From an optimization exercise on the open Yosys and OpenROAD flow, aimed at small area, a short achievable clock period and few clock cycles; shortcuts taken in it are not production practice. The RTL was checked by simulation tests, not by an equivalence proof against the original design.

Design fcs_stats, start of the top module:
module fcs_stats (
    input             clk,
    input             rst,
    input             req_valid,
    output            req_ready,
    input      [63:0] req_word,
    input             push_valid,
    input      [15:0] push_count,
    output reg        resp_valid,
    output     [31:0] resp_res,
    output     [55:0] resp_str,
    output     [2:0]  resp_len,
    output     [2:0]  resp_fault
);
    localparam CAP = 8, SHORT = 4, W_HIGH = 4, T_UP = 100, T_DOWN = 80;
    localparam OP_RB_COPY      = 5'h0B;
    localparam OP_RB_SELECT    = 5'h0C;
    localparam OP_RB_STATS     = 5'h0D;
    localparam OP_RB_EXCURSION = 5'h0E;
    localparam OP_RB_DRIFT     = 5'h0F;
    localparam OP_RB_SHRINK    = 5'h10;
    localparam OP_SNAP_READ    = 5'h11;
    localparam OP_ISQRT        = 5'h12;
    localparam OP_FMT          = 5'h13;
    localparam F_NONE       = 3'd0;
    localparam F_ILLEGAL_OP = 3'd1;
    localparam F_BAD_WINDOW = 3'd5;
    localparam F_STATS_UNAV = 3'd6;
    localparam F_FMT_RANGE  = 3'd7;
    localparam SQ_RA = 6;
    localparam SQ_K  = 4;
    localparam SQ_N  = 2;
    localparam SQ_F  = 16 - SQ_RA - SQ_K * SQ_N;
    reg [15:0] rb [0:CAP-1];
    reg [2:0]  cursor;
    reg [3:0]  valid;
    wire [2:0] cursor_p = push_valid ? cursor + 3'd1 : cursor;
    wire [3:0] valid_p  = (push_valid && !valid[3]) ? valid + 4'd1 : valid;
    always @(posedge clk) begin
        if (push_valid)
            rb[cursor_p] <= push_count;
    end
    reg [7:0]  nxt_oh;
    reg [2:0]  c_cursor;
    reg [3:0]  c_valid;
    reg        range_hi;
    reg        s_avail;
    reg [3:0]  s_window;
    reg [18:0] s_total;
    reg [17:0] s_newer;
    reg [17:0] s_short;
    reg [15:0] s_rlong;
    reg        busy;           
    reg        st1;            
    reg        fl_e, fl_d;     
    reg        dr_wait;        
  ...
For scale: ~6100 cells after synthesis, ~42000 sq um of cells after synthesis.
clock: 9.0 ns
lec_check: 0
abc_area: 1
cap_margin: 20
core_margin: 2
core_utilization: 55
place_density: 0.7
setup_slack_margin: 1.0
slew_margin: 20
run.sh (not shown) runs the stock make flow with config.mk's settings and CLKGATE_MAP_FILE= SYNTH_SCRIPT=/design/flow/synth_recipe.tcl, a recipe that flattens the netlist after the stock synthesis.
The first run finished with timing, DRC and antenna clean.
Testbench counts at the start, summed over its fixed seeds: cycles 18,756.
Rerun with:
Settings changed: SETUP_SLACK_MARGIN 1.0 to 2.0.
Hold slack is worse by 0.0054 ns.
Synthesized area is unchanged.
Worst setup slack is worse by 0.091 ns.
Non-clock buffer count goes up by 148.
Via count goes up by 5.4%.

========
fcs_stats, a different RTL version from the one above (not shown whole).
Size in the first run: about 180 I/O pins, ~0.039 mm^2 of cells after synthesis.
Settings: LEC_CHECK=0, ABC_AREA=1, CAP_MARGIN=20, CORE_MARGIN=2, CORE_UTILIZATION=55, CTS_BUF_LIST=sky130_fd_sc_hd__clkbuf_4, PLACE_DENSITY=0.7, SETUP_SLACK_MARGIN=1.0, SLEW_MARGIN=20; clock period 9.0 ns.
The starting point completed without violations.
Testbench counts at the start, summed over its fixed seeds: cycles 20,287.
Edit:
--- a/flow/config.mk
+++ b/flow/config.mk
@@ -11,3 +11,3 @@
 export CORE_UTILIZATION = 55
-export CTS_BUF_LIST = sky130_fd_sc_hd__clkbuf_4
+export CTS_BUF_LIST = sky130_fd_sc_hd__clkbuf_8
 export PLACE_DENSITY = 0.7
Outcome: The new run completed without violations; worst setup slack gets better by 52 ps; register-to-register slack gets better by 50 ps; global-route usage goes down by 0.13 points; worst hold slack stays flat; wire length goes down slightly; via count goes down slightly; maximum frequency goes up slightly.
Edit:
--- a/flow/config.mk
+++ b/flow/config.mk
@@ -10,6 +10,7 @@
 export CORE_MARGIN = 2
-export CORE_UTILIZATION = 55
+export CORE_UTILIZATION = 35
 export CTS_BUF_LIST = sky130_fd_sc_hd__clkbuf_8
-export PLACE_DENSITY = 0.7
+export PLACE_DENSITY = 0.6
 export SETUP_SLACK_MARGIN = 1.0
 export SLEW_MARGIN = 20
+export TNS_END_PERCENT = 10
The new run passed the timing, DRC and antenna checks.
Worst setup slack loses 3.8 ps.
Clock skew went up by 8.3 ps.
Hold slack gets worse by 42 ps.
Via count falls by 0.72%.

re-timing with driven ports:
In the flow no input, the clock included, has a driving cell. The finished layouts below were timed again as built, in two steps.
Step 1 (the two cells are an assumption about what drives the block):
set clk [get_ports {clk}]
set_driving_cell -lib_cell sky130_fd_sc_hd__clkbuf_16 $clk
set_driving_cell -lib_cell sky130_fd_sc_hd__buf_2 [delete_from_list [all_inputs] $clk]
Step 2, shift: input delay + t, output delay - t, t = (earliest + latest rising clock arrival at the registers) / 2. This alone moves slack from input paths to output paths.
Three values: ideal, step 1, step 2; two values: the first two.
run	t, ns	setup slack, ns	hold slack, ns
the first run of note 1	0.634	1.026 / 1.026 / 0.732	0.471 / 0.471 / 0.471
the second run of note 1	0.623	0.935 / 0.935 / 0.879	0.465 / 0.465 / 0.465
the first run of note 2	0.915	1.158 / 1.110 / 0.751	0.509 / 0.509 / 0.509
the second run of note 2	0.772	1.209 / 1.209 / 0.886	0.511 / 0.511 / 0.511
the third run of note 2	0.758	1.205 / 1.187 / 0.772	0.469 / 0.469 / 0.469
After both steps every run listed still meets setup and hold. The setup slack of the third run of note 2, which loses most, moves by -0.018 ns with the drivers and by -0.433 ns with both steps.
